From an optimization exercise on the open Yosys and OpenROAD flow, aimed at a short achievable clock period and few clock cycles; shortcuts taken in it are not production practice. In this exercise RTL edits were held to simulation tests only and were not proved equivalent to the original. Power and IR drop assume default switching activity.

--- design/flow/config.mk ---
export PLATFORM = sky130hd
export DESIGN_NAME = nibble_core
export DESIGN_NICKNAME = nibble_core
export VERILOG_FILES = /design/flow/design.v
export SDC_FILE = /design/flow/constraint.sdc
export NUM_CORES = 4
export LEC_CHECK = 0
export CAP_MARGIN = 20
export CORE_MARGIN = 2
export CORE_UTILIZATION = 40
export SLEW_MARGIN = 20
--- design/flow/design.v ---
module nibble_core (
    input  wire         clk,
    input  wire         rst_n,         
    input  wire         cmd_valid,
    output wire         cmd_ready,
    input  wire [127:0] cmd_word,
    output reg          done,
    output reg  [2:0]   result,
    output reg          vram_req,
    output reg          vram_we,
    output reg  [15:0]  vram_addr,
    output reg  [7:0]   vram_wdata,
    input  wire         vram_gnt,
    input  wire [7:0]   vram_rdata,
    output reg          text_req,
    output reg  [15:0]  text_addr,
    input  wire         text_gnt,
    input  wire [7:0]   text_rdata,
    output reg          font_req,
    output reg  [8:0]   font_addr,
    input  wire         font_gnt,
    input  wire [7:0]   font_rdata
);
    localparam W   = 320;
    localparam H   = 240;
    localparam RB  = 160;
    localparam SBC = 38400;
    localparam OP_SETADDR    = 8'h01;
    localparam OP_SETSTEP    = 8'h02;
    localparam OP_WRBYTE     = 8'h03;
    localparam OP_RMW        = 8'h04;
    localparam OP_CLEAR      = 8'h10;
    localparam OP_SETPIXEL   = 8'h11;
    localparam OP_DRAWLINE   = 8'h20;
    localparam OP_DRAWGLYPH  = 8'h30;
    localparam OP_DRAWSTRING = 8'h31;
    localparam E_OK    = 3'd0;
    localparam E_ADDR  = 3'd1;
    localparam E_GEOM  = 3'd2;
    localparam E_CHAR  = 3'd3;
    localparam E_COLOR = 3'd4;
    localparam E_STEP  = 3'd5;
    localparam E_ILL   = 3'd6;
    localparam M_FILL = 2'd0;
    localparam M_RMW  = 2'd1;
    localparam M_GLY  = 2'd2;
    reg [15:0]  ADDR;
    reg         STEP;
    reg         busy;                
    assign cmd_ready = !busy;
    wire accept = cmd_valid && !busy;
    reg         run;                 
    reg [1:0]   mode;
    reg         upd_addr;            
    reg [7:0]   fill;                
    reg [7:0]   rmw_m, rmw_v;
    reg         head_p, tail_p;      
    reg         xodd;                
    reg [3:0]   fg, bg;
    reg [63:0]  G0, G1;              
    reg [7:0]   gv0, gv1;            
    reg [7:0]   pcol7;               
    reg         w_active;
    reg [15:0]  w_addr, w_rowaddr, w_charbase;
    reg [7:0]   w_k, w_nk_last;
    reg [7:0]   w_r, w_nr_last;
    reg [5:0]   w_i, w_ni_last;
    reg         w_tail;
    reg [15:0]  r_base;
    reg [7:0]   r_cnt;
    reg         r_col;               
    reg [15:0]  toff;                
    reg         b_ok;                
    reg [7:0]   nr;                  
    reg [15:0]  a0r;                 
    reg [7:0]   fd [0:7];
    reg [2:0]   f_wp, f_rp;
    reg [3:0]   f_cnt;
    reg         rd_cap_q;
    reg         sc_active;
    reg         tcap_q;
    reg [17:0]  sc_cursor;
    reg [5:0]   sc_n;
    reg         sc_ybad;
    reg         sc_colbad;
    reg [5:0]   codes [0:39];
    reg [5:0]   f_char;
    reg [2:0]   f_row;
    reg         fo_buf;  reg [2:0] fo_row;     
    reg         fcap_q;
    reg         fcap_buf; reg [2:0] fcap_row;
    wire [127:0] dw = cmd_word;
    wire [7:0]   d_op  = dw[7:0];
    wire [15:0]  d_a   = dw[23:8];
    wire [7:0]   d_v8  = dw[15:8];
    wire [7:0]   d_rv  = dw[23:16];
    wire [15:0]  d_x   = dw[23:8];
    wire [15:0]  d_y   = dw[39:24];
    wire [7:0]   d_pc  = dw[47:40];
    wire [15:0]  d_x1  = dw[55:40];
    wire [15:0]  d_y1  = dw[71:56];
    wire [7:0]   d_lc  = dw[79:72];
    wire [7:0]   d_gfg = dw[47:40];
    wire [7:0]   d_gbg = dw[55:48];
    wire [15:0]  d_sp  = dw[23:8];
    wire [15:0]  d_sx  = dw[39:24];
    wire [15:0]  d_sy  = dw[55:40];
    wire [7:0]   d_sfg = dw[63:56];
    wire [7:0]   d_sbg = dw[71:64];
    reg d_legal;
    always @(*) begin
        case (d_op)
            OP_SETADDR:    d_legal = (dw[127:24] == 0);
            OP_SETSTEP:    d_legal = (dw[127:9]  == 0);
            OP_WRBYTE:     d_legal = (dw[127:16] == 0);
            OP_RMW:        d_legal = (dw[127:24] == 0);
            OP_CLEAR:      d_legal = (dw[127:16] == 0);
            OP_SETPIXEL:   d_legal = (dw[127:48] == 0);
            OP_DRAWLINE:   d_legal = (dw[127:80] == 0);
            OP_DRAWGLYPH:  d_legal = (dw[127:120] == 0);
            OP_DRAWSTRING: d_legal = (dw[127:72] == 0);
            default:       d_legal = 1'b0;
        endcase
    end
    wire [15:0] d_a0   = {d_y[8:0], 7'd0} + {d_y[10:0], 5'd0} + {1'b0, d_x[15:1]};
    wire        d_xoor = (d_x >= W);
    wire        d_yoor = (d_y >= H);
    wire        d_x1oor = (d_x1 >= W);
    wire        d_y1oor = (d_y1 >= H);
    wire        d_vert = (d_x == d_x1) && (d_y <= d_y1);
    wire        d_horz = (d_y == d_y1) && (d_x < d_x1);
    wire        d_gxoor = (d_x > W - 8);
    wire        d_gyoor = (d_y > H - 8);
    wire [7:0]  d_hnk  = d_x1[8:1] - d_x[8:1];       
    wire [7:0]  d_vnr  = d_y1[7:0] - d_y[7:0];       
    wire [15:0] d_sa0  = {d_sy[8:0], 7'd0} + {d_sy[10:0], 5'd0} + {1'b0, d_sx[15:1]};
    wire        d_shead = d_sx[0] && (d_sx <= W - 8) && (d_sy <= H - 8);
    wire [63:0] gbuf  = w_i[0] ? G1 : G0;
    wire [7:0]  gvb   = w_i[0] ? gv1 : gv0;
    wire [7:0]  grow  = gbuf[{w_r[2:0], 3'd0} +: 8];
    wire        grow_v = gvb[w_r[2:0]];
    wire        pc    = pcol7[w_r[2:0]];
    wire [8:0]  erow  = {pc, grow};
    reg         hb, lb;
    always @(*) begin
        case ({xodd, w_k[1:0]})
            3'b000: begin hb = erow[7]; lb = erow[6]; end
            3'b001: begin hb = erow[5]; lb = erow[4]; end
            3'b010: begin hb = erow[3]; lb = erow[2]; end
            3'b011: begin hb = erow[1]; lb = erow[0]; end
            3'b100: begin hb = erow[8]; lb = erow[7]; end
            3'b101: begin hb = erow[6]; lb = erow[5]; end
            3'b110: begin hb = erow[4]; lb = erow[3]; end
            default: begin hb = erow[2]; lb = erow[1]; end
        endcase
    end
    wire [3:0] hcol = hb ? fg : bg;
    wire [3:0] lcol = lb ? fg : bg;
    wire [3:0] pcol = pc ? fg : bg;
    wire w_first_k = (w_k == 8'd0);
    wire w_last_k  = (w_k == w_nk_last);
    reg        w_part;
    reg [7:0]  w_keep, w_nd;
    reg        w_gate;                
    always @(*) begin
        w_part = 1'b0; w_keep = 8'h00; w_nd = fill; w_gate = 1'b1;
        case (mode)
            M_FILL: begin
                if (w_first_k && head_p) begin
                    w_part = 1'b1; w_keep = 8'hF0; w_nd = {4'h0, fill[3:0]};
                end else if (w_last_k && tail_p) begin
                    w_part = 1'b1; w_keep = 8'h0F; w_nd = {fill[7:4], 4'h0};
                end
            end
            M_RMW: begin
                w_part = 1'b1; w_keep = ~rmw_m; w_nd = rmw_v;
            end
            default: begin
                if (w_tail) begin
                    w_part = 1'b1; w_keep = 8'h0F; w_nd = {pcol, 4'h0};
                end else begin
                    w_gate = grow_v;
                    if (xodd && w_i == 6'd0 && w_first_k) begin
                        w_part = 1'b1; w_keep = 8'hF0; w_nd = {4'h0, lcol};
                    end else begin
                        w_nd = {hcol, lcol};
                    end
                end
            end
        endcase
    end
    wire        fifo_avail = (f_cnt != 4'd0) || rd_cap_q;
    wire [7:0]  fifo_head  = (f_cnt != 4'd0) ? fd[f_rp] : vram_rdata;
    wire [3:0]  rd_occ     = f_cnt + {3'd0, rd_cap_q} + {3'd0, vram_req && !vram_we};
    wire w_ready = w_active && w_gate && (!w_part || fifo_avail);
    wire r_ready = (r_cnt != 8'd0) && (!r_col || b_ok) && (rd_occ < 4'd8);
    wire port_free = !vram_req || vram_gnt;
    wire do_w = port_free && w_ready;
    wire do_r = port_free && !w_ready && r_ready;
    wire pop  = do_w && w_part;
    wire [15:0] r_addr_eff = r_base + (r_col ? toff : 16'd0);
    wire [5:0] f_lead = f_char - w_i;
    wire       f_can  = sc_n_ok && (f_char < sc_n) && (f_lead[5:1] == 5'd0);
    reg        sc_n_ok;    
    wire       font_free = !font_req || font_gnt;
    wire [7:0] tc = text_rdata;
    wire       tc_ok = (tc[7:5] == 3'b001) || (tc[7:5] == 3'b010);
    integer j;
    always @(posedge clk) begin
        if (!rst_n) begin
            busy <= 1'b0; done <= 1'b0; result <= E_OK;
            ADDR <= 16'd0; STEP <= 1'b0;
            run <= 1'b0; w_active <= 1'b0; r_cnt <= 8'd0;
            vram_req <= 1'b0; vram_we <= 1'b0;
            text_req <= 1'b0; font_req <= 1'b0;
            rd_cap_q <= 1'b0; tcap_q <= 1'b0; fcap_q <= 1'b0;
            f_cnt <= 4'd0; f_wp <= 3'd0; f_rp <= 3'd0;
            sc_active <= 1'b0; sc_n_ok <= 1'b0; sc_n <= 6'd0;
            gv0 <= 8'd0; gv1 <= 8'd0;
            upd_addr <= 1'b0;
        end else begin
            done <= 1'b0;
            rd_cap_q <= vram_req && vram_gnt && !vram_we;
            if (rd_cap_q) begin
                fd[f_wp] <= vram_rdata;
                f_wp <= f_wp + 3'd1;
            end
            f_cnt <= f_cnt + {3'd0, rd_cap_q} - {3'd0, pop};
            if (pop) f_rp <= f_rp + 3'd1;
            if (port_free) vram_req <= 1'b0;
            if (do_w) begin
                vram_req   <= 1'b1;
                vram_we    <= 1'b1;
                vram_addr  <= w_addr;
                vram_wdata <= w_part ? ((fifo_head & w_keep) | w_nd) : w_nd;
                if (!w_last_k) begin
                    w_k    <= w_k + 8'd1;
                    w_addr <= w_addr + 16'd1;
                end else if (w_r != w_nr_last) begin
                    w_k       <= 8'd0;
                    w_r       <= w_r + 8'd1;
                    w_rowaddr <= w_rowaddr + RB;
                    w_addr    <= w_rowaddr + RB;
                end else if (mode == M_GLY && !w_tail && (w_i != w_ni_last || xodd)) begin
                    w_k <= 8'd0;
                    w_r <= 8'd0;
                    for (j = 0; j < 8; j = j + 1) pcol7[j] <= gbuf[8*j];
                    if (w_i[0]) gv1 <= 8'd0; else gv0 <= 8'd0;
                    w_charbase <= w_charbase + 16'd4;
                    w_rowaddr  <= w_charbase + 16'd4;
                    w_addr     <= w_charbase + 16'd4;
                    if (w_i != w_ni_last) begin
                        w_i <= w_i + 6'd1;
                    end else begin
                        w_tail    <= 1'b1;
                        w_nk_last <= 8'd0;
                    end
                end else begin
                    w_active <= 1'b0;
                    if (upd_addr) begin
                        ADDR <= w_addr;
                        STEP <= 1'b0;
                    end
                end
            end else if (do_r) begin
                vram_req  <= 1'b1;
                vram_we   <= 1'b0;
                vram_addr <= r_addr_eff;
                if (r_cnt == 8'd1 && !r_col && tail_p) begin
                    r_col  <= 1'b1;
                    r_cnt  <= nr;
                    r_base <= a0r;
                end else begin
                    r_cnt  <= r_cnt - 8'd1;
                    r_base <= r_base + RB;
                end
            end
            if (run && !w_active && port_free) begin
                run      <= 1'b0;
                done     <= 1'b1;
                result   <= E_OK;
                busy     <= 1'b0;
                vram_req <= 1'b0;
                sc_n_ok  <= 1'b0;
            end
            tcap_q <= text_req && text_gnt;
            if (text_req && text_gnt) text_addr <= text_addr + 16'd1;
            if (sc_active && tcap_q) begin
                if (tc == 8'd0) begin
                    sc_active <= 1'b0;
                    text_req  <= 1'b0;
                    if (sc_colbad || sc_n == 6'd0) begin
                        done     <= 1'b1;
                        result   <= sc_colbad ? E_COLOR : E_OK;
                        busy     <= 1'b0;
                        vram_req <= 1'b0;
                        font_req <= 1'b0;
                        sc_n_ok  <= 1'b0;
                        r_cnt    <= 8'd0;
                    end else begin
                        run       <= 1'b1;
                        w_active  <= 1'b1;
                        w_ni_last <= sc_n - 6'd1;
                        toff      <= {8'd0, sc_n, 2'b00};
                        b_ok      <= 1'b1;
                    end
                end else if (sc_cursor >= W - 7 || sc_ybad || !tc_ok) begin
                    sc_active <= 1'b0;
                    text_req  <= 1'b0;
                    done      <= 1'b1;
                    result    <= (sc_cursor >= W - 7 || sc_ybad) ? E_ADDR : E_CHAR;
                    busy      <= 1'b0;
                    vram_req  <= 1'b0;
                    font_req  <= 1'b0;
                    sc_n_ok   <= 1'b0;
                    r_cnt     <= 8'd0;
                end else begin
                    codes[sc_n] <= {~tc[5], tc[4:0]};
                    sc_n      <= sc_n + 6'd1;
                    sc_cursor <= sc_cursor + 18'd8;
                end
            end
            fcap_q <= font_req && font_gnt;
            fcap_buf <= fo_buf;
            fcap_row <= fo_row;
            if (fcap_q) begin
                if (fcap_buf) begin
                    G1[{fcap_row, 3'd0} +: 8] <= font_rdata;
                    gv1[fcap_row] <= 1'b1;
                end else begin
                    G0[{fcap_row, 3'd0} +: 8] <= font_rdata;
                    gv0[fcap_row] <= 1'b1;
                end
            end
            if (font_free) begin
                font_req <= 1'b0;
                if (f_can) begin
                    font_req  <= 1'b1;
                    font_addr <= {codes[f_char], f_row};
                    fo_buf    <= f_char[0];
                    fo_row    <= f_row;
                    f_row     <= f_row + 3'd1;
                    if (f_row == 3'd7) f_char <= f_char + 6'd1;
                end
            end
            if (accept) begin
                w_k <= 8'd0; w_r <= 8'd0; w_i <= 6'd0; w_tail <= 1'b0;
                w_ni_last <= 6'd0;
                f_cnt <= 4'd0; f_wp <= 3'd0; f_rp <= 3'd0;
                b_ok <= 1'b1;
                upd_addr <= 1'b0;
                head_p <= 1'b0; tail_p <= 1'b0;
                r_col <= 1'b0; r_cnt <= 8'd0;
                font_req <= 1'b0; fcap_q <= 1'b0;
                a0r <= (d_op == OP_DRAWSTRING) ? d_sa0 : d_a0;
                result <= E_OK;
                if (!d_legal) begin
                    done <= 1'b1; result <= E_ILL;
                end else begin
                    case (d_op)
                    OP_SETADDR: begin
                        done <= 1'b1;
                        if (d_a >= SBC) result <= E_ADDR;
                        else            ADDR <= d_a;
                    end
                    OP_SETSTEP: begin
                        done <= 1'b1;
                        STEP <= dw[8];
                    end
                    OP_WRBYTE: begin
                        if (ADDR >= SBC) begin
                            done <= 1'b1; result <= E_ADDR;
                        end else begin
                            busy <= 1'b1; run <= 1'b1; w_active <= 1'b1;
                            mode <= M_FILL; fill <= d_v8;
                            w_addr <= ADDR; w_rowaddr <= ADDR; w_charbase <= ADDR;
                            w_nk_last <= 8'd0; w_nr_last <= 8'd0;
                            ADDR <= ADDR + {15'd0, STEP};
                        end
                    end
                    OP_RMW: begin
                        if (ADDR >= SBC) begin
                            done <= 1'b1; result <= E_ADDR;
                        end else if (STEP) begin
                            done <= 1'b1; result <= E_STEP;
                        end else begin
                            busy <= 1'b1; run <= 1'b1; w_active <= 1'b1;
                            mode <= M_RMW; rmw_m <= d_v8; rmw_v <= d_rv;
                            w_addr <= ADDR; w_rowaddr <= ADDR; w_charbase <= ADDR;
                            w_nk_last <= 8'd0; w_nr_last <= 8'd0;
                            r_base <= ADDR; r_cnt <= 8'd1; nr <= 8'd1; toff <= 16'd0;
                        end
                    end
                    OP_CLEAR: begin
                        if (d_v8 > 8'd15) begin
                            done <= 1'b1; result <= E_COLOR;
                        end else begin
                            busy <= 1'b1; run <= 1'b1; w_active <= 1'b1;
                            mode <= M_FILL; fill <= {d_v8[3:0], d_v8[3:0]};
                            w_addr <= 16'd0; w_rowaddr <= 16'd0; w_charbase <= 16'd0;
                            w_nk_last <= RB - 1; w_nr_last <= H - 1;
                            ADDR <= SBC; STEP <= 1'b1;
                        end
                    end
                    OP_SETPIXEL: begin
                        if (d_xoor || d_yoor) begin
                            done <= 1'b1; result <= E_ADDR;
                        end else if (d_pc > 8'd15) begin
                            done <= 1'b1; result <= E_COLOR;
                        end else begin
                            busy <= 1'b1; run <= 1'b1; w_active <= 1'b1; upd_addr <= 1'b1;
                            mode <= M_FILL; fill <= {d_pc[3:0], d_pc[3:0]};
                            w_addr <= d_a0; w_rowaddr <= d_a0; w_charbase <= d_a0;
                            w_nk_last <= 8'd0; w_nr_last <= 8'd0;
                            head_p <= d_x[0]; tail_p <= !d_x[0];
                            r_col <= !d_x[0]; r_base <= d_a0; r_cnt <= 8'd1; nr <= 8'd1;
                            toff <= 16'd0;
                        end
                    end
                    OP_DRAWLINE: begin
                        if (d_xoor || d_x1oor || d_yoor || d_y1oor) begin
                            done <= 1'b1; result <= E_ADDR;
                        end else if (!d_vert && !d_horz) begin
                            done <= 1'b1; result <= E_GEOM;
                        end else if (d_lc > 8'd15) begin
                            done <= 1'b1; result <= E_COLOR;
                        end else begin
                            busy <= 1'b1; run <= 1'b1; w_active <= 1'b1; upd_addr <= 1'b1;
                            mode <= M_FILL; fill <= {d_lc[3:0], d_lc[3:0]};
                            w_addr <= d_a0; w_rowaddr <= d_a0; w_charbase <= d_a0;
                            r_base <= d_a0;
                            if (d_vert) begin
                                w_nk_last <= 8'd0; w_nr_last <= d_vnr;
                                head_p <= d_x[0]; tail_p <= !d_x[0];
                                r_col <= !d_x[0]; r_cnt <= d_vnr + 8'd1; nr <= d_vnr + 8'd1;
                                toff <= 16'd0;
                            end else begin
                                w_nk_last <= d_hnk; w_nr_last <= 8'd0;
                                head_p <= d_x[0]; tail_p <= !d_x1[0];
                                r_col <= !d_x[0];
                                r_cnt <= (d_x[0] || !d_x1[0]) ? 8'd1 : 8'd0;
                                nr <= 8'd1;
                                toff <= {8'd0, d_hnk};
                            end
                        end
                    end
                    OP_DRAWGLYPH: begin
                        if (d_gxoor || d_gyoor) begin
                            done <= 1'b1; result <= E_ADDR;
                        end else if (d_gfg > 8'd15 || d_gbg > 8'd15) begin
                            done <= 1'b1; result <= E_COLOR;
                        end else begin
                            busy <= 1'b1; run <= 1'b1; w_active <= 1'b1; upd_addr <= 1'b1;
                            mode <= M_GLY; xodd <= d_x[0];
                            fg <= d_gfg[3:0]; bg <= d_gbg[3:0];
                            G0 <= dw[119:56]; gv0 <= 8'hFF; gv1 <= 8'h00;
                            w_addr <= d_a0; w_rowaddr <= d_a0; w_charbase <= d_a0;
                            w_nk_last <= 8'd3; w_nr_last <= 8'd7;
                            head_p <= d_x[0]; tail_p <= d_x[0];
                            r_base <= d_a0; r_cnt <= d_x[0] ? 8'd8 : 8'd0; nr <= 8'd8;
                            toff <= 16'd4;
                        end
                    end
                    OP_DRAWSTRING: begin
                        busy <= 1'b1;
                        mode <= M_GLY; xodd <= d_sx[0]; upd_addr <= 1'b1;
                        fg <= d_sfg[3:0]; bg <= d_sbg[3:0];
                        gv0 <= 8'h00; gv1 <= 8'h00;
                        w_addr <= d_sa0; w_rowaddr <= d_sa0; w_charbase <= d_sa0;
                        w_nk_last <= 8'd3; w_nr_last <= 8'd7;
                        head_p <= d_shead; tail_p <= d_shead;
                        r_base <= d_sa0; r_cnt <= d_shead ? 8'd8 : 8'd0; nr <= 8'd8;
                        b_ok <= 1'b0;
                        sc_active <= 1'b1;
                        text_req  <= 1'b1;
                        text_addr <= d_sp;
                        sc_cursor <= {2'b00, d_sx};
                        sc_n      <= 6'd0;
                        sc_ybad   <= (d_sy > H - 8);
                        sc_colbad <= (d_sfg > 8'd15) || (d_sbg > 8'd15);
                        sc_n_ok   <= 1'b1;
                        f_char    <= 6'd0;
                        f_row     <= 3'd0;
                    end
                    default: begin
                        done <= 1'b1; result <= E_ILL;
                    end
                    endcase
                end
            end
        end
    end
endmodule
--- design/flow/constraint.sdc ---
create_clock -name core_clock -period 6.5 [get_ports {clk}]
set_input_delay 1.3000 -clock core_clock [delete_from_list [all_inputs] [get_ports {clk}]]
set_output_delay 1.3000 -clock core_clock [all_outputs]
set_load 0.01 [all_outputs]
--- design/flow/run.sh ---
#!/bin/bash
# synth_recipe.tcl (not shown) runs the flow's synth.tcl, then flattens the netlist and writes it again
# the make line also repeats each setting of config.mk as NAME=value (left out here)
make -C /OpenROAD-flow-scripts/flow DESIGN_CONFIG=/design/flow/config.mk WORK_HOME=/design/flow/orfs CLKGATE_MAP_FILE= SYNTH_SCRIPT=/design/flow/synth_recipe.tcl finish
==> key figures, run 1 <==
Drt
  • Average wire per standard cell: between 30 and 40 um
  • Residual DRC: 0
  • DRT iter0 DRCs: ~5.2k
  • Routed vias/inst: about 6.3
  • DR pass1 iterations: 6
  • Antenna viol nets, final: 0
  • Routed WL: around 170000 um
  • Via count: approximately 36k

Critical path
  • WP buf/inv: 1
  • CP top delay family: compound AO/OA/AOI/OAI gates
  • Worst Path Max Fanout: 12
  • R2R Setup Slk: ~1600 ps
  • Worst setup startpoint: cmd_word[34]
  • Cell repeated most along the worst path: o21ai_0
  • Crit-path cells: clkdlybuf4s50_1 -> ha_1 -> nand3_1 -> nor4_1 -> a21bo_2 -> a21oi_1 -> o21a_1 -> o31a_1 -> o21ai_0 -> nor3_1 -> o21ai_0
  • CP Class: in -> reg
  • Reg2reg start: w_i[0]
  • CP startpoint kind: input port
  • Worst EP arrival: 5760 ps
  • Slowest CP cell: o31a_1
  • Required time of the critical path: 6940 ps
  • Crit end category: flop
  • R2R depth: 10
  • Critical path's largest stage delay: ~800 ps
  • FF-to-FF End: w_charbase[12]

Timing
  • Unrepaired setup endpoints after global routing: false
  • Rel. slew slack: 0.240
  • Post-route minimum period: between 5000 and 6000 ps
  • Setup TNS: 0 ps
  • Max Slew Vio Count: 0
  • Setup violators final: 0
  • Setup ws final: ~1200 ps
  • Worst-Margin Slew: about 1100 ps
  • WHS: around 430 ps
  • Clock Skews: about 32 ps
  • Fin. Hold Viols: 0
  • Achievable Freq: approximately 190 MHz
  • Final Cycle Share: 0.818

Clock network
  • Total CTS buffers: 90
  • Reg clk slew, reported paths: ~70 ps
  • Worst skew pair latency: roughly 700 ps
  • Maximum clock insertion buffer count: 3
  • CTS H-Tree Depth: 3
  • Setup Fix Bufs, Post-CTS: 0
  • CTS tree: done
  • Cts hold-fix bufs: 0
  • Post-CTS sizing: 0
  • CTS sink count: a little under 800
  • Clock root buffer: clkbuf_16

Logic synthesis
  • Mapped Area: about 44000 um^2
  • Ys async rst share: 0
  • Gate Count Post-Synth: slightly below 4k
  • Post-synthesis adder-cell area fraction: 0.0470
  • Largest family of logic cells by synthesized area: simple AND/OR/NAND/NOR gates
  • Part of the Yosys area used for sequential elements: 0.520
  • Post-synthesis compound-gate area fraction: 0.140
  • XOR/XNOR Fraction of Synth Area: 0.0338
  • Mapped Nets: between 4k and 5k
  • Number of flops mapped to enable cells by yosys: a little over 700
  • Synth Flop Type: edfxtp_1
  • Simple-gate portion of the synthesized area: 0.144
  • Yosys cell types: 93
  • Mux contribution to synthesized area: 0.0846
  • FF+latch count, synth: between 700 and 800
  • Yosys warns: 1
  • Syn avg cell area: between 10 and 15 um^2

Min path
  • Hold_sp: fo_buf
  • Hold depth: 0
  • Hold Path End: fcap_buf
  • HP Class: reg -> reg

GRT
  • Largest net degree at the start of global routing: 68
  • Initial antenna violation count: 21
  • Vias in the first global route: approximately 34k
  • Total grt overflow: 0
  • GRT Util Overall: 0.306
  • First-pass GRT wire length: 248000 um

Run status
  • Outcome: complete, no violations

Floorplanning
  • Initial Util: 0.404
  • Die footprint: roughly 110000 um^2
  • Die W: 336 um
  • # IOs: 216
  • CORE AREA: approximately 110000 um^2
  • Die Y: between 300 and 400 um
  • Row cnt: between 100 and 150

Placement
  • GPL Wtd Cong: ~1.1
  • DP HPWL: 132000 um
  • # port buffers: 215
  • Dpl ws: 701 ps

Layout
  • Fill cell count: about 10k
  • Final nets: approximately 4.5k
  • Synthesis-to-layout area growth: 16.8%
  • Reg area: between 20000 and 25000 um^2
  • Fraction of layout cells with a size suffix above 1: 0.118
  • Multi-input gate area: ~20000 um^2

Power and ir drop
  • Worst vdd ir: ~0.24 mV
  • PD cells: roughly 260 nW/um^2
  • Lkg Pwr: approximately 18 nW

Job
  • Maxcap violations: 0
## cell type report
cell class                 count  share of cell area
sequential                   788               0.445
clock inverter                40             0.00737
multi-input combinational   2838               0.387
clock buffer                 125              0.0502
tap                         1414              0.0344
timing repair buffer         370              0.0648
antenna                        5            0.000243
inverter                     145              0.0106
## per-stage QoR
step | total power [mW] | util | std cells | instance area [um^2]
after CTS | 13.2 | 0.471 | 5720 | 51400
after global routing | 13.5 | 0.472 | 5720 | 51400
after detailed placement | 8.02 | 0.444 | 5555 | 48400
after floorplan | 7.05 | - | 3971 | 44000
final | 13.2 | 0.472 | 5725 | 51400
after global placement | 8.01 | 0.444 | 5555 | 48400
## cells in the final DEF (no fill, tap or decap), types with 110 or more instances in the layout
cell type	n
clkdlybuf4s50_1	214
buf_4	154
nand3_1	110
edfxtp_1	711
ha_1	130
nor2_1	423
inv_1	142
o21ai_0	225
mux4_2	130
nand2_1	372
a21oi_1	281
## report_power, final
group | switching (mW) | internal, mW
Combinational | 1.30 | 0.770
Sequential | 0.186 | 5.73
Clock | 2.19 | 2.98
Total | 3.68 | 9.48
## state kept, by name, indices dropped and copies added, names as in the netlist, 16 cells and up, named ones only
signal,cells
w_rowaddr,16
G0,64
fd,64
ADDR,16
codes,240
text_addr,16
vram_addr,16
r_base,16
w_charbase,16
w_addr,16
a0r,16
G1,64
toff,16
sc_cursor,18
## worst max-delay path by stage
stage,end,slack [ps],depth (start not counted)
6_report,w_addr[15],1180,11
5_1_grt,w_addr[15],1120,11
4_1_cts,w_addr[15],1430,11
3_5_place_dp,w_addr[15],700,11
3_3_place_gp,sc_cursor[6],700,12
2_1_floorplan,fill[0],1290,10
## logic make-up (layout without fill, tap and decap cells)
| group | count (synthesis) | count (layout) |
|---|---|---|
| compound gates | 969 | 969 |
| xor+xnor | 170 | 170 |
| flops | 788 | 788 |
| fa+ha+maj | 152 | 152 |
| mux | 207 | 207 |
| simple gates | 1340 | 1340 |
| buf+inv | 345 | 680 |
| other cells | 0 | 5 |
## cell usage after synthesis, types with 23 or more instances
master | instances | area, um^2
o22ai_1 | 33 | 206
nor2_1 | 426 | 1600
ha_1 | 130 | 1630
a22o_1 | 44 | 385
edfxtp_1 | 711 | 21400
inv_1 | 143 | 537
a22oi_1 | 86 | 646
mux2i_1 | 56 | 561
nand2_1 | 373 | 1400
and3_1 | 52 | 325
o31ai_1 | 23 | 173
o21ai_0 | 225 | 1130
nand3_1 | 110 | 551
clkbuf_1 | 154 | 578
nor4_1 | 43 | 269
buf_1 | 25 | 93.8
a31oi_1 | 44 | 275
a21oi_1 | 281 | 1410
a211oi_1 | 23 | 173
dfxtp_1 | 77 | 1540
nor2b_1 | 27 | 169
xnor2_1 | 109 | 955
xor2_1 | 61 | 534
mux4_2 | 130 | 2930
and2_1 | 54 | 338
nand4_1 | 52 | 325
nor3_1 | 80 | 400
## per-layer routing
metal	vias up	routed length, um	GRT usage
met5	-	165	0
met4	28	7090	0.110
met2	2134	76200	0.458
li1	15600	-	-
met1	17800	72000	0.424
met3	376	19300	0.0837
Testbench counts, summed over its fixed seeds: cycles 105,480.
==> run 2: changes to the inputs <==
--- a/design/flow/design.v
+++ b/design/flow/design.v
@@ -5,5 +5,5 @@
     output wire         cmd_ready,
     input  wire [127:0] cmd_word,
-    output reg          done,
+    output wire         done,
     output reg  [2:0]   result,
     output reg          vram_req,
@@ -48,6 +48,12 @@
     reg         STEP;
     reg         busy;                
-    assign cmd_ready = !busy;
-    wire accept = cmd_valid && !busy;
+    reg         done_q;              
+    wire        done_now;            
+    assign done      = done_q || done_now;
+    assign cmd_ready = !busy || done_now;
+    wire accept = cmd_valid && cmd_ready;
+    reg [127:0] cw;
+    reg         dec;
+    always @(posedge clk) cw <= cmd_word;
     reg         run;                 
     reg [1:0]   mode;
@@ -90,5 +96,5 @@
     reg         fcap_q;
     reg         fcap_buf; reg [2:0] fcap_row;
-    wire [127:0] dw = cmd_word;
+    wire [127:0] dw = cw;
     wire [7:0]   d_op  = dw[7:0];
     wire [15:0]  d_a   = dw[23:8];
@@ -196,6 +202,7 @@
     wire r_ready = (r_cnt != 8'd0) && (!r_col || b_ok) && (rd_occ < 4'd8);
     wire port_free = !vram_req || vram_gnt;
-    wire do_w = port_free && w_ready;
-    wire do_r = port_free && !w_ready && r_ready;
+    wire do_r = port_free && r_ready;
+    wire do_w = port_free && !r_ready && w_ready;
+    assign done_now = run && !w_active && vram_req && vram_we && vram_gnt;
     wire pop  = do_w && w_part;
     wire [15:0] r_addr_eff = r_base + (r_col ? toff : 16'd0);
@@ -209,5 +216,5 @@
     always @(posedge clk) begin
         if (!rst_n) begin
-            busy <= 1'b0; done <= 1'b0; result <= E_OK;
+            busy <= 1'b0; done_q <= 1'b0; result <= E_OK; dec <= 1'b0;
             ADDR <= 16'd0; STEP <= 1'b0;
             run <= 1'b0; w_active <= 1'b0; r_cnt <= 8'd0;
@@ -220,5 +227,5 @@
             upd_addr <= 1'b0;
         end else begin
-            done <= 1'b0;
+            done_q <= 1'b0;
             rd_cap_q <= vram_req && vram_gnt && !vram_we;
             if (rd_cap_q) begin
@@ -276,12 +283,33 @@
                 end
             end
-            if (run && !w_active && port_free) begin
+            if (done_now) begin
                 run      <= 1'b0;
-                done     <= 1'b1;
-                result   <= E_OK;
                 busy     <= 1'b0;
                 vram_req <= 1'b0;
                 sc_n_ok  <= 1'b0;
             end
+            fcap_q <= font_req && font_gnt;
+            fcap_buf <= fo_buf;
+            fcap_row <= fo_row;
+            if (fcap_q) begin
+                if (fcap_buf) begin
+                    G1[{fcap_row, 3'd0} +: 8] <= font_rdata;
+                    gv1[fcap_row] <= 1'b1;
+                end else begin
+                    G0[{fcap_row, 3'd0} +: 8] <= font_rdata;
+                    gv0[fcap_row] <= 1'b1;
+                end
+            end
+            if (font_free) begin
+                font_req <= 1'b0;
+                if (f_can) begin
+                    font_req  <= 1'b1;
+                    font_addr <= {codes[f_char], f_row};
+                    fo_buf    <= f_char[0];
+                    fo_row    <= f_row;
+                    f_row     <= f_row + 3'd1;
+                    if (f_row == 3'd7) f_char <= f_char + 6'd1;
+                end
+            end
             tcap_q <= text_req && text_gnt;
             if (text_req && text_gnt) text_addr <= text_addr + 16'd1;
@@ -291,5 +319,5 @@
                     text_req  <= 1'b0;
                     if (sc_colbad || sc_n == 6'd0) begin
-                        done     <= 1'b1;
+                        done_q     <= 1'b1;
                         result   <= sc_colbad ? E_COLOR : E_OK;
                         busy     <= 1'b0;
@@ -308,5 +336,5 @@
                     sc_active <= 1'b0;
                     text_req  <= 1'b0;
-                    done      <= 1'b1;
+                    done_q      <= 1'b1;
                     result    <= (sc_cursor >= W - 7 || sc_ybad) ? E_ADDR : E_CHAR;
                     busy      <= 1'b0;
@@ -321,28 +349,8 @@
                 end
             end
-            fcap_q <= font_req && font_gnt;
-            fcap_buf <= fo_buf;
-            fcap_row <= fo_row;
-            if (fcap_q) begin
-                if (fcap_buf) begin
-                    G1[{fcap_row, 3'd0} +: 8] <= font_rdata;
-                    gv1[fcap_row] <= 1'b1;
-                end else begin
-                    G0[{fcap_row, 3'd0} +: 8] <= font_rdata;
-                    gv0[fcap_row] <= 1'b1;
-                end
-            end
-            if (font_free) begin
-                font_req <= 1'b0;
-                if (f_can) begin
-                    font_req  <= 1'b1;
-                    font_addr <= {codes[f_char], f_row};
-                    fo_buf    <= f_char[0];
-                    fo_row    <= f_row;
-                    f_row     <= f_row + 3'd1;
-                    if (f_row == 3'd7) f_char <= f_char + 6'd1;
-                end
-            end
-            if (accept) begin
+            dec <= accept;
+            if (accept) busy <= 1'b1;
+            if (dec) begin
+                busy <= 1'b0;
                 w_k <= 8'd0; w_r <= 8'd0; w_i <= 6'd0; w_tail <= 1'b0;
                 w_ni_last <= 6'd0;
@@ -356,19 +364,19 @@
                 result <= E_OK;
                 if (!d_legal) begin
-                    done <= 1'b1; result <= E_ILL;
+                    done_q <= 1'b1; result <= E_ILL;
                 end else begin
                     case (d_op)
                     OP_SETADDR: begin
-                        done <= 1'b1;
+                        done_q <= 1'b1;
                         if (d_a >= SBC) result <= E_ADDR;
                         else            ADDR <= d_a;
                     end
                     OP_SETSTEP: begin
-                        done <= 1'b1;
+                        done_q <= 1'b1;
                         STEP <= dw[8];
                     end
                     OP_WRBYTE: begin
                         if (ADDR >= SBC) begin
-                            done <= 1'b1; result <= E_ADDR;
+                            done_q <= 1'b1; result <= E_ADDR;
                         end else begin
                             busy <= 1'b1; run <= 1'b1; w_active <= 1'b1;
@@ -377,11 +385,14 @@
                             w_nk_last <= 8'd0; w_nr_last <= 8'd0;
                             ADDR <= ADDR + {15'd0, STEP};
+                            vram_req <= 1'b1; vram_we <= 1'b1;
+                            vram_addr <= ADDR; vram_wdata <= d_v8;
+                            w_active <= 1'b0;
                         end
                     end
                     OP_RMW: begin
                         if (ADDR >= SBC) begin
-                            done <= 1'b1; result <= E_ADDR;
+                            done_q <= 1'b1; result <= E_ADDR;
                         end else if (STEP) begin
-                            done <= 1'b1; result <= E_STEP;
+                            done_q <= 1'b1; result <= E_STEP;
                         end else begin
                             busy <= 1'b1; run <= 1'b1; w_active <= 1'b1;
@@ -389,10 +400,11 @@
                             w_addr <= ADDR; w_rowaddr <= ADDR; w_charbase <= ADDR;
                             w_nk_last <= 8'd0; w_nr_last <= 8'd0;
-                            r_base <= ADDR; r_cnt <= 8'd1; nr <= 8'd1; toff <= 16'd0;
+                            r_base <= ADDR; r_cnt <= 8'd0; nr <= 8'd1; toff <= 16'd0;
+                            vram_req <= 1'b1; vram_we <= 1'b0; vram_addr <= ADDR;
                         end
                     end
                     OP_CLEAR: begin
                         if (d_v8 > 8'd15) begin
-                            done <= 1'b1; result <= E_COLOR;
+                            done_q <= 1'b1; result <= E_COLOR;
                         end else begin
                             busy <= 1'b1; run <= 1'b1; w_active <= 1'b1;
@@ -405,7 +417,7 @@
                     OP_SETPIXEL: begin
                         if (d_xoor || d_yoor) begin
-                            done <= 1'b1; result <= E_ADDR;
+                            done_q <= 1'b1; result <= E_ADDR;
                         end else if (d_pc > 8'd15) begin
-                            done <= 1'b1; result <= E_COLOR;
+                            done_q <= 1'b1; result <= E_COLOR;
                         end else begin
                             busy <= 1'b1; run <= 1'b1; w_active <= 1'b1; upd_addr <= 1'b1;
@@ -414,15 +426,16 @@
                             w_nk_last <= 8'd0; w_nr_last <= 8'd0;
                             head_p <= d_x[0]; tail_p <= !d_x[0];
-                            r_col <= !d_x[0]; r_base <= d_a0; r_cnt <= 8'd1; nr <= 8'd1;
+                            r_col <= !d_x[0]; r_base <= d_a0; r_cnt <= 8'd0; nr <= 8'd1;
                             toff <= 16'd0;
+                            vram_req <= 1'b1; vram_we <= 1'b0; vram_addr <= d_a0;
                         end
                     end
                     OP_DRAWLINE: begin
                         if (d_xoor || d_x1oor || d_yoor || d_y1oor) begin
-                            done <= 1'b1; result <= E_ADDR;
+                            done_q <= 1'b1; result <= E_ADDR;
                         end else if (!d_vert && !d_horz) begin
-                            done <= 1'b1; result <= E_GEOM;
+                            done_q <= 1'b1; result <= E_GEOM;
                         end else if (d_lc > 8'd15) begin
-                            done <= 1'b1; result <= E_COLOR;
+                            done_q <= 1'b1; result <= E_COLOR;
                         end else begin
                             busy <= 1'b1; run <= 1'b1; w_active <= 1'b1; upd_addr <= 1'b1;
@@ -433,13 +446,32 @@
                                 w_nk_last <= 8'd0; w_nr_last <= d_vnr;
                                 head_p <= d_x[0]; tail_p <= !d_x[0];
-                                r_col <= !d_x[0]; r_cnt <= d_vnr + 8'd1; nr <= d_vnr + 8'd1;
+                                r_col <= !d_x[0]; r_cnt <= d_vnr; nr <= d_vnr + 8'd1;
+                                r_base <= d_a0 + RB;
                                 toff <= 16'd0;
+                                vram_req <= 1'b1; vram_we <= 1'b0; vram_addr <= d_a0;
                             end else begin
                                 w_nk_last <= d_hnk; w_nr_last <= 8'd0;
                                 head_p <= d_x[0]; tail_p <= !d_x1[0];
-                                r_col <= !d_x[0];
-                                r_cnt <= (d_x[0] || !d_x1[0]) ? 8'd1 : 8'd0;
                                 nr <= 8'd1;
                                 toff <= {8'd0, d_hnk};
+                                if (d_x[0]) begin
+                                    vram_req <= 1'b1; vram_we <= 1'b0; vram_addr <= d_a0;
+                                    r_col <= 1'b1;
+                                    r_cnt <= !d_x1[0] ? 8'd1 : 8'd0;
+                                end else if (d_x1[0]) begin
+                                    vram_req <= 1'b1; vram_we <= 1'b1; vram_addr <= d_a0;
+                                    vram_wdata <= {d_lc[3:0], d_lc[3:0]};
+                                    if (d_hnk == 8'd0) begin
+                                        w_active <= 1'b0;
+                                        ADDR <= d_a0;
+                                        STEP <= 1'b0;
+                                    end else begin
+                                        w_k <= 8'd1;
+                                        w_addr <= d_a0 + 16'd1;
+                                    end
+                                end else begin
+                                    r_col <= 1'b1;
+                                    r_cnt <= 8'd1;
+                                end
                             end
                         end
@@ -447,7 +479,7 @@
                     OP_DRAWGLYPH: begin
                         if (d_gxoor || d_gyoor) begin
-                            done <= 1'b1; result <= E_ADDR;
+                            done_q <= 1'b1; result <= E_ADDR;
                         end else if (d_gfg > 8'd15 || d_gbg > 8'd15) begin
-                            done <= 1'b1; result <= E_COLOR;
+                            done_q <= 1'b1; result <= E_COLOR;
                         end else begin
                             busy <= 1'b1; run <= 1'b1; w_active <= 1'b1; upd_addr <= 1'b1;
@@ -458,6 +490,15 @@
                             w_nk_last <= 8'd3; w_nr_last <= 8'd7;
                             head_p <= d_x[0]; tail_p <= d_x[0];
-                            r_base <= d_a0; r_cnt <= d_x[0] ? 8'd8 : 8'd0; nr <= 8'd8;
+                            nr <= 8'd8;
                             toff <= 16'd4;
+                            vram_req <= 1'b1; vram_we <= !d_x[0]; vram_addr <= d_a0;
+                            vram_wdata <= {dw[63] ? d_gfg[3:0] : d_gbg[3:0],
+                                           dw[62] ? d_gfg[3:0] : d_gbg[3:0]};
+                            if (d_x[0]) begin
+                                r_base <= d_a0 + RB; r_cnt <= 8'd7;
+                            end else begin
+                                r_cnt <= 8'd0;
+                                w_k <= 8'd1; w_addr <= d_a0 + 16'd1;
+                            end
                         end
                     end
@@ -484,5 +525,5 @@
                     end
                     default: begin
-                        done <= 1'b1; result <= E_ILL;
+                        done_q <= 1'b1; result <= E_ILL;
                     end
                     endcase
--- a/design/flow/config.mk
+++ b/design/flow/config.mk
@@ -6,6 +6,8 @@
 export NUM_CORES = 4
 export LEC_CHECK = 0
+export ABC_CLOCK_PERIOD_IN_PS = 3500
 export CAP_MARGIN = 20
 export CORE_MARGIN = 2
 export CORE_UTILIZATION = 40
+export SETUP_SLACK_MARGIN = 2.5
 export SLEW_MARGIN = 20
==> key figures, run 2 <==
Logic synthesis
  • Ys async rst share: 0 (unchanged)
  • FF+latch count, synth: 917 (+16%)
  • Mapped Nets: 4915 (+15%)
  • Yosys cell types: 105 (+13%)
  • Area leader, netlist: edfxtp_1
  • Top cell type's share of synthesized area: 0.431 (-0.0541)
  • Gate Count Post-Synth: 4599 (+16%)
  • Synth Flop Type: edfxtp_1
  • Yosys warns: 1 (unchanged)
  • Most frequent cell after synthesis: edfxtp_1
  • Part of the Yosys area used for sequential elements: 0.514 (-0.00584)
  • Syn avg cell area: 10.8 um^2 (-2.8%)
  • Mapped Area: 49500 um^2 (+13%)
  • Number of flops mapped to enable cells by yosys: 711 (unchanged)
  • Commonest cells in the netlist: edfxtp_1 (711), nor2_1 (533), nand2_1 (427)
  • Synth top area cells: edfxtp_1 (43%), dfxtp_1 (8.3%), mux4_2 (5.6%), nor2_1 (4.0%), ha_1 (3.4%)

Drt
  • DRT iter0 DRCs: 6630 (+28%)
  • Routed WL: 214000 um (+23%)
  • Average wire per standard cell: 32.3 um (+5.9%)
  • Routed vias/inst: 6.46 (+3.0%)
  • DR pass1 iterations: 7 (+1)
  • Via count: 42.9k (+19%)
  • Residual DRC: 0 (unchanged)
  • Antenna viol nets, final: 0 (unchanged)

Power and ir drop
  • Sequential power share: 0.423 (-0.027)
  • Clock share of power: 0.396 (+0.003)
  • Worst vdd ir: 0.277 mV (+17%)
  • Power Internal: 11.5 mW (+22%)
  • PD cells: 273 nW/um^2 (+6.7%)
  • Lkg Pwr: 21.1 nW (+17%)
  • Combinational Power Share: 0.181 (+0.024)
  • Switch share: 0.291 (+0.0115)
  • Sw Pwr: 4.73 mW (+29%)

Run status
  • Outcome: complete, no violations

Timing
  • Achievable Freq: 238 MHz (+27%)
  • Unrepaired setup endpoints after global routing: true
  • Rel. slew slack: 0.145 (-0.0948)
  • Setup violators final: 0 (unchanged)
  • Setup TNS: 0 ps (unchanged)
  • Worst-Margin Slew: 1270 ps (+135 ps)
  • Fin. Hold Viols: 0 (unchanged)
  • Post-route minimum period: 4200 ps (-1120 ps)
  • Final Cycle Share: 0.646 (-0.172)
  • Clock Skews: 33.0 ps (+1.06 ps)
  • Max Slew Vio Count: 0 (unchanged)

Critical path
  • Worst EP arrival: 4660 ps (-1100 ps)
  • Required time of the critical path: 6970 ps (+30 ps)
  • Crit end category: flop
  • CP Class: reg -> reg
  • CP startpoint kind: flop
  • Worst Path Max Fanout: 19 (+7)

Clock network
  • CTS sink count: 917 (+16%)
  • CTS tree: done
  • Total CTS buffers: 100 (+11%)
  • Reg clk slew, reported paths: 70 ps (about the same)
  • Clock root buffer: clkbuf_16
  • Worst skew pair latency: 730 ps (+30 ps)
  • Maximum clock insertion buffer count: 3 (unchanged)
  • CTS H-Tree Depth: 3 (unchanged)

Layout
  • Max reg flops: 240 (unchanged)
  • Multi-input gate area: 23800 um^2 (+19%)
  • Synthesis-to-layout area growth: 20.2%
  • Most common library cell in the layout ignoring fill and taps: edfxtp_1
  • Fraction of layout cells with a size suffix above 1: 0.165 (+0.0476)
  • Most flops, register: codes
  • Final nets: 5226 (+15%)
  • Final core utilization: 0.483 (+0.0113)
  • Reg area: 25500 um^2 (+12%)
  • Largest regs: codes (240), cw (128)
  • Most frequent cells in the layout: edfxtp_1 (711), nor2_1 (499), nand2_1 (411)
  • Fill cell count: 11.3k (+12%)

GRT
  • Initial antenna violation count: 13 (-38%)
  • GRT Util Overall: 0.330 (+0.0245)
  • Total grt overflow: 0 (unchanged)
  • Vias in the first global route: 39.8k (+18%)
  • Largest net degree at the start of global routing: 89 (+31%)
  • First-pass GRT wire length: 300000 um (+21%)

Floorplanning
  • Die footprint: 127000 um^2 (+12%)
  • CORE AREA: 123000 um^2 (+13%)
  • Die Y: 356 um (+6.0%)
  • Die W: 356 um (+6.0%)
  • Initial Util: 0.402 (-0.00208)
  • # IOs: 216 (unchanged)
  • Row cnt: 129 (+6.6%)

Min path
  • HP Class: reg -> reg

Job
  • Maxcap violations: 0 (unchanged)

Placement
  • GPL Wtd Cong: 1.05 (-1.1%)
  • DP HPWL: 158000 um (+20%)
  • # port buffers: 215 (unchanged)
-- run 2: cell count changes in the layout (fill, tap and decap cells not counted), sizes merged, moves of 45 or more --
cell	previous run	this run
nor2	428	536
buf	156	238
dfxtp	77	206
nand3	112	157
a221oi	11	84
nand2	374	431
a22oi	87	41
-- run 2: routing by layer --
layer | vias to the layer above | track usage | part of all wire
li1 | 18000 | - | -
met1 | 21200 | 0.483 | 0.42
met2 | 3161 | 0.447 | 0.40
met3 | 496 | 0.109 | 0.13
met4 | 16 | 0.129 | 0.047
met5 | - | 0 | 0.00077
-- run 2: timing repair --
action | 4_1_cts | 5_1_grt
gates cloned | 1 | 1
setup buffers | 39 | 45
gates resized for setup | 152 | 133
hold buffers | 0 | 0
endpoints found under the setup margin | 314 | 244
pin swaps | 21 | 32
-- run 2: final timing paths --
path,startpoint,slack (ps),end,cells past startpoint
setup / recovery,ADDR[10],2300,w_addr[1],11
hold reg to reg,fo_buf,420,fcap_buf,0
hold / removal,fo_buf,420,fcap_buf,0
setup reg to reg,ADDR[10],2300,w_addr[1],11
-- run 2: area by class of cell --
| class | instances | share of cell area |
|---|---|---|
| clock inverters | 65 | 0.0158 |
| clock buffers | 124 | 0.0463 |
| repair buffers | 452 | 0.0682 |
| inverters | 113 | 0.00725 |
| diodes | 5 | 0.000210 |
| multi-input cells | 3326 | 0.399 |
| flip-flops and latches | 917 | 0.429 |
| well taps | 1637 | 0.0344 |
-- run 2: per-stage QoR --
stage	cell area, um^2	setup WS, ps	hold slack [ps]	std cells	total power, mW
floorplan	49600	2540	400	4599	8.39
global placement	54000	1160	404	6359	9.62
detailed placement	54000	1300	412	6359	9.63
CTS	58600	2400	429	6588	16.1
global route	59600	2280	438	6634	16.7
finish	59600	2300	424	6639	16.3
-- run 2: critical path: stages (launching register included) --
cell and delay [ps]:
dfxtp_1 660, a21o_1 190, a211o_1 400, nand2_1 250, nand2_1 150, buf_4 250
nand2_1 100, buf_4 250, a222oi_1 990, o21ai_0 280, nor4_1 350, a21oi_1 70
-- run 2: power by group through the flow --
| stage | clock, mW | combinational [mW] | sequential [mW] |
|---|---|---|---|
| 2_1_floorplan | 0 | 1.51 | 6.88 |
| 3_3_place_gp | 0 | 2.63 | 6.98 |
| 3_5_place_dp | 0 | 2.65 | 6.98 |
| 4_1_cts | 6.48 | 2.74 | 6.86 |
| 5_1_grt | 6.69 | 3.10 | 6.89 |
| 6_report | 6.43 | 2.95 | 6.88 |
-- run 2: cell families after synthesis --
| kind of cell | after synthesis | synth area share |
|---|---|---|
| compound gates | 1150 | 0.151 |
| fa+ha+maj | 158 | 0.0432 |
| flops | 917 | 0.514 |
| xor+xnor | 201 | 0.0359 |
| simple gates | 1602 | 0.152 |
| mux | 213 | 0.0745 |
| buf+inv | 358 | 0.0291 |
Testbench counts of run 2, summed over its fixed seeds: cycles 104,608.

static timing again, ports no longer ideal:
The flow's constraints put no driver on any port. The routed layouts listed below were extracted and timed again, unchanged, in two steps. Step 1: set_driving_cell puts a clkbuf_16 on clk and a buf_2 on each other input, an assumption about the parent block. Step 2 times the ports against the registers' clock, not the clock port: input delays grow and output delays shrink by t, the midpoint of the rising clock arrivals with the driver on. a / b / c = no drivers / after step 1 / after step 2; a / b = the first two.
run	shift t [ns]	slack for setup (ns)	clock arrival spread, ns	worst data-port slew with drivers (ns)	pins driven straight from the clock port
run 1	0.759	1.185 / 1.233 / 0.474	0.032 / 0.032	0.15	1
run 2	0.786	2.303 / 2.303 / 1.913	0.033 / 0.033	0.07	1
After both steps setup and hold are still met in every run listed. For run 1, which loses most, drivers alone change the setup slack by +0.048 ns; drivers and shift together by -0.711 ns.
